What follows belongs to an exercise in optimizing a design on an open flow for small area; a production flow would make more cautious choices.
Function was checked by simulation only, so behaviour that the tests miss may differ from the original.
No activity file was given, so power comes from the tool's default toggle rates.

==> flow/design.v <==
module serper_unit (
    input  wire        clk,
    input  wire        rst,
    input  wire        in_valid,
    output wire        in_ready,
    input  wire [15:0] in_w,
    input  wire        in_draining,
    input  wire        in_ce,
    input  wire        in_brk,
    input  wire        in_nine,
    input  wire [15:0] in_bit_time,
    input  wire [18:0] in_frame,
    input  wire [31:0] in_now,
    input  wire [31:0] in_done_at,
    input  wire [18:0] in_frozen_rem,
    input  wire [18:0] in_accum,
    output reg         out_valid,
    output wire        out_noop,
    output wire [19:0] out_baud,
    output wire [18:0] out_tx_period,
    output wire [16:0] out_rx_period,
    output wire        out_resc,
    output wire        out_sched,
    output wire [15:0] out_bit_time,
    output wire [18:0] out_frame,
    output wire [31:0] out_time
);
    function [19:0] radd19(input [18:0] x, input [18:0] y, input ci);
        integer k;
        reg c;
        begin
            c = ci;
            for (k = 0; k < 19; k = k + 1) begin
                radd19[k] = x[k] ^ y[k] ^ c;
                c = (x[k] & y[k]) | (x[k] & c) | (y[k] & c);
            end
            radd19[19] = c;
        end
    endfunction
    function [16:0] radd16(input [15:0] x, input [15:0] y, input ci);
        integer k;
        reg c;
        begin
            c = ci;
            for (k = 0; k < 16; k = k + 1) begin
                radd16[k] = x[k] ^ y[k] ^ c;
                c = (x[k] & y[k]) | (x[k] & c) | (y[k] & c);
            end
            radd16[16] = c;
        end
    endfunction
    function gtc15(input [14:0] x, input [14:0] kc);
        integer k;
        reg g;
        begin
            g = 1'b0;
            for (k = 0; k < 15; k = k + 1)
                g = kc[k] ? (x[k] & g) : (x[k] | g);
            gtc15 = g;
        end
    endfunction
    function gtc17(input [16:0] x, input [16:0] kc);
        integer k;
        reg g;
        begin
            g = 1'b0;
            for (k = 0; k < 17; k = k + 1)
                g = kc[k] ? (x[k] & g) : (x[k] | g);
            gtc17 = g;
        end
    endfunction
    function carry19(input [18:0] x, input [18:0] y, input ci);
        integer k;
        reg c;
        begin
            c = ci;
            for (k = 0; k < 19; k = k + 1)
                c = (x[k] & y[k]) | (x[k] & c) | (y[k] & c);
            carry19 = c;
        end
    endfunction
    function carry13(input [12:0] x, input [12:0] y, input ci);
        integer k;
        reg c;
        begin
            c = ci;
            for (k = 0; k < 13; k = k + 1)
                c = (x[k] & y[k]) | (x[k] & c) | (y[k] & c);
            carry13 = c;
        end
    endfunction
    function [6:0] inc7(input [6:0] x);
        integer k;
        reg c;
        begin
            c = 1'b1;
            for (k = 0; k < 7; k = k + 1) begin
                inc7[k] = x[k] ^ c;
                c = x[k] & c;
            end
        end
    endfunction
    reg        busy;
    reg        divp, finp;
    reg [6:0]  t;           
    reg [34:0] a;
    reg [31:0] tm;          
    reg [15:0] d;           
    reg        cy;
    reg [15:0] period;
    reg        pset;
    reg        noop_q, drain_q, nine_q, ce_q, cenb_q;
    wire [14:0] m  = period[14:0];
    wire        nb = period[15];
    wire [15:0] n  = radd16({1'b0, m}, 16'd0, 1'b1);
    wire [3:0] idx =
        gtc15(m, 15'd31112) ? 4'd1  :
        gtc15(m, 15'd11440) ? 4'd2  :
        gtc15(m, 15'd5729)  ? 4'd3  :
        gtc15(m, 15'd2864)  ? 4'd4  :
        gtc15(m, 15'd1432)  ? 4'd5  :
        gtc15(m, 15'd715)   ? 4'd6  :
        gtc15(m, 15'd357)   ? 4'd7  :
        gtc15(m, 15'd237)   ? 4'd8  :
        gtc15(m, 15'd178)   ? 4'd9  :
        gtc15(m, 15'd108)   ? 4'd10 :
        gtc15(m, 15'd88)    ? 4'd11 :
        gtc15(m, 15'd58)    ? 4'd12 :
        gtc15(m, 15'd28)    ? 4'd13 :
        gtc15(m, 15'd25)    ? 4'd14 :
        gtc15(m, 15'd12)    ? 4'd15 : 4'd1;
    reg [17:0] rate;
    always @(*) begin
        case (idx)
            4'd2:  rate = 18'd300;
            4'd3:  rate = 18'd600;
            4'd4:  rate = 18'd1200;
            4'd5:  rate = 18'd2400;
            4'd6:  rate = 18'd4800;
            4'd7:  rate = 18'd9600;
            4'd8:  rate = 18'd14400;
            4'd9:  rate = 18'd19200;
            4'd10: rate = 18'd31400;
            4'd11: rate = 18'd38400;
            4'd12: rate = 18'd57600;
            4'd13: rate = 18'd115200;
            4'd14: rate = 18'd128000;
            4'd15: rate = 18'd256000;
            default: rate = 18'd110;
        endcase
    end
    assign out_baud = nb ? {1'b0, rate, 1'b0} : {2'b00, rate};
    wire [19:0] n10s = radd19({n, 3'b000}, {2'b00, n, 1'b0}, 1'b0);
    wire [18:0] n10 = n10s[18:0];
    wire [19:0] txs = radd19(n10, nb ? {3'b000, n} : 19'd0, 1'b0);
    wire [18:0] tx  = txs[18:0];
    wire [19:0] frs = radd19(n10, nine_q ? {3'b000, n} : 19'd0, 1'b0);
    assign out_tx_period = tx;
    assign out_rx_period = gtc17(tx[18:2], 17'd227) ? tx[18:2] : 17'd227;
    assign out_frame     = frs[18:0];
    assign out_bit_time  = n;
    assign out_noop  = noop_q;
    assign out_resc  = !noop_q && drain_q && (n != d);
    assign out_sched = out_resc && cenb_q;
    assign out_time  = tm;
    assign in_ready = !busy;
    wire accept = in_valid && !busy;
    wire [19:0] ddl  = radd19(in_done_at[18:0], ~in_now[18:0], 1'b1);
    wire        dd_ge = carry13(in_done_at[31:19], ~in_now[31:19], ddl[19]);
    wire        a_le = carry19(in_frame, ~in_accum, 1'b1);
    wire [18:0] rem0 =
        in_ce ? (in_brk ? in_frozen_rem : (dd_ge ? ddl[18:0] : 19'd0))
              : (a_le ? in_accum : in_frame);
    wire mul   = busy && !divp;
    wire fin   = finp;
    wire first = (t == 7'd0) || (t == 7'd39);
    wire [15:0] op1  = first ? 16'd0 : a[34:19];
    wire [15:0] op2  = mul ? ((a[0] && !fin) ? n : 16'd0) : ~d;
    wire [16:0] s    = radd16(op1, op2, !mul);
    wire        fits = s[16];
    wire sa   = cenb_q & tm[0];
    wire sb   = a[0];
    wire sc   = first ? (ce_q & (|a[34:20])) : cy;
    wire ssum = sa ^ sb ^ sc;
    always @(posedge clk) begin
        if (!busy)
            a <= {s[16:0], rem0[18:0]};
        else if (mul)
            a <= {s[16:0], a[18:1]};
        else
            a <= {(fits ? s[14:0] : a[33:19]), a[18:0], fits};
        cy <= (sa & sb) | (sa & sc) | (sb & sc);
        if (!busy)
            tm <= {in_now[24:0], in_now[31:25]};
        else if (fin)
            tm <= {ssum, tm[31:1]};
        else
            tm <= {tm[0], tm[31:1]};
        if (!busy) begin
            d       <= in_bit_time;
            noop_q  <= pset && (in_w == period);
            drain_q <= in_draining;
            nine_q  <= in_nine;
            ce_q    <= in_ce;
            cenb_q  <= in_ce && !in_brk;
        end
        if (accept)
            period <= in_w;
        t <= busy ? inc7(t) : 7'd0;
        if (!busy || t == 7'd38) divp <= 1'b0;
        else if (t == 7'd18)     divp <= 1'b1;
        if (!busy || t == 7'd70) finp <= 1'b0;
        else if (t == 7'd38)     finp <= 1'b1;
        if (rst) begin
            busy      <= 1'b0;
            pset      <= 1'b0;
            out_valid <= 1'b0;
        end else begin
            out_valid <= busy && (t == 7'd70);
            if (accept) begin
                busy <= 1'b1;
                pset <= 1'b1;
            end else if (t == 7'd70)
                busy <= 1'b0;
        end
    end
endmodule
==> flow/config.mk <==
export PLATFORM = sky130hd
export DESIGN_NAME = serper_unit
export DESIGN_NICKNAME = serper_unit
export VERILOG_FILES = /design/flow/design.v
export SDC_FILE = /design/flow/constraint.sdc
export NUM_CORES = 4
export LEC_CHECK = 0
export CAP_MARGIN = 20
export CORE_MARGIN = 2
export CORE_UTILIZATION = 40
export SLEW_MARGIN = 20
==> flow/constraint.sdc <==
create_clock -name core_clock -period 12.0 [get_ports {clk}]
set_input_delay 2.4000 -clock core_clock [delete_from_list [all_inputs] [get_ports {clk}]]
set_output_delay 2.4000 -clock core_clock [all_outputs]
set_load 0.01 [all_outputs]
run.sh (not shown) runs the stock make flow with config.mk's settings and CLKGATE_MAP_FILE= SYNTH_SCRIPT=/design/flow/synth_recipe.tcl, a recipe that flattens the netlist after the stock synthesis.
The starting point went through all stages and came out clean.
Next try:
==> flow/flow/run.sh (new file) <==
#!/bin/bash
# The standard ORFS layout (standard.sh) with three changes, all outside
# what is measured:
#  - synthesis: the same yosys script (same registers, same names and cell
#    types), but abc maps the logic with an area-oriented script
#    (flow/abc_map.script) instead of ORFS's delay-oriented one;
#  - the buffer that global placement puts on every input and output port is
#    the smallest buffer cell, buf_1, instead of clkdlybuf4s50_1;
#  - CTS uses clkbuf_8 and no dummy loads.
# make's full output goes to flow_make.log in this folder; every ORFS step
# keeps its own log under orfs/logs/.
set -euo pipefail
rm -rf scripts_local
cp -r "$FLOW_HOME/scripts" scripts_local
cp flow/abc_map.script scripts_local/abc_speed.script
bash standard.sh \
  "SCRIPTS_DIR=$PWD/scripts_local" \
  'BUFFER_PORTS_ARGS=-buffer_cell sky130_fd_sc_hd__buf_1' \
  'CTS_ARGS=-sink_clustering_enable -repair_clock_nets -dont_use_dummy_load -buf_list sky130_fd_sc_hd__clkbuf_8 -sink_clustering_size 60 -sink_clustering_max_diameter 300' \
  finish > flow_make.log 2>&1
==> flow/flow/abc_map.script (new file) <==
strash
ifraig
scorr
dc2
strash
dch -f
amap
strash
dch -f
amap
topo
stime -c
dnsize -c
==> flow/standard.sh (new file) <==
#!/bin/bash
# synth_recipe.tcl (not shown) runs the flow's synth.tcl, then flattens the netlist and writes it again
# the make line also repeats each setting of config.mk as NAME=value (left out here)
make -C /OpenROAD-flow-scripts/flow DESIGN_CONFIG=/design/flow/config.mk WORK_HOME=/design/flow/orfs CLKGATE_MAP_FILE= SYNTH_SCRIPT=/design/flow/synth_recipe.tcl "${@:-finish}"
removed: flow/run.sh
Outcome: The changed run finished with timing, DRC and antenna clean; power decreases by a quarter to a third; count of clock-buffer cells in the layout stays the same; setup slack improves by 0.10 ns; design area fell by about a fifth; clock skew increases by 0.013 ns; register-to-register slack loses 0.49 ns; sequential share of layout area goes up by 5.3 points; global-route usage fell by 0.72 points; cell count fell by a few percent.
Next try:
==> flow/flow/run.sh (replaced) <==
#!/bin/bash
# The standard ORFS layout (the standard.sh: standard synthesis, floorplan,
# placement, CTS, routing), with one change: the buffers that global placement
# puts on every input and output port are the smallest buffer cell, buf_1,
# instead of the default clkdlybuf4s50_1. make's full output goes to
# flow_make.log here; each ORFS step keeps its own log under orfs/logs/.
set -euo pipefail
bash standard.sh 'BUFFER_PORTS_ARGS=-buffer_cell sky130_fd_sc_hd__buf_1' finish > flow_make.log 2>&1
removed: flow/flow/abc_map.script
Result:
- The changed run completed with no timing, DRC or antenna violations
- core utilization is lower by 0.71 points
- final cell count is higher by 3.7%
- first-iteration DRC count is higher by 22%
- total power is higher by 18%
- clock power is higher by 85%
- count of clock-buffer cells in the layout is higher by 4

[what the ideal ports hide]
The results above use ideal ports. As a check the final layouts listed here were re-extracted and re-timed, cells and wires unchanged. Step 1, drivers: a clkbuf_16 drives clk and a buf_2 each remaining input, both assumed. Step 2, shift: input delay + t, output delay - t, t = (earliest + latest rising clock arrival at the registers) / 2. This alone moves slack from input paths to output paths. a / b / c = ideal ports / drivers / drivers and shift; a / b = the first two.
| run | t (ns) | setup WS [ns] | clock arrival spread, ns | slew at the worst register clock pin (ns) | pins driven straight from the clock port |
|---|---|---|---|---|---|
| the first run | 0.466 | 0.291 / 0.244 / -0.040 | 0.016 / 0.016 | 0.07 / 0.07 | 1 |
| the second run | 0.472 | 0.393 / 0.351 / 0.245 | 0.039 / 0.039 | 0.08 / 0.08 | 1 |
| the third run | 0.455 | 0.365 / 0.318 / 0.162 | 0.027 / 0.026 | 0.06 / 0.06 | 1 |
With both steps, setup timing fails in the first run, where it was met with ideal ports. For the first run, which loses most, drivers alone change the setup slack by -0.047 ns; drivers and shift together by -0.331 ns.
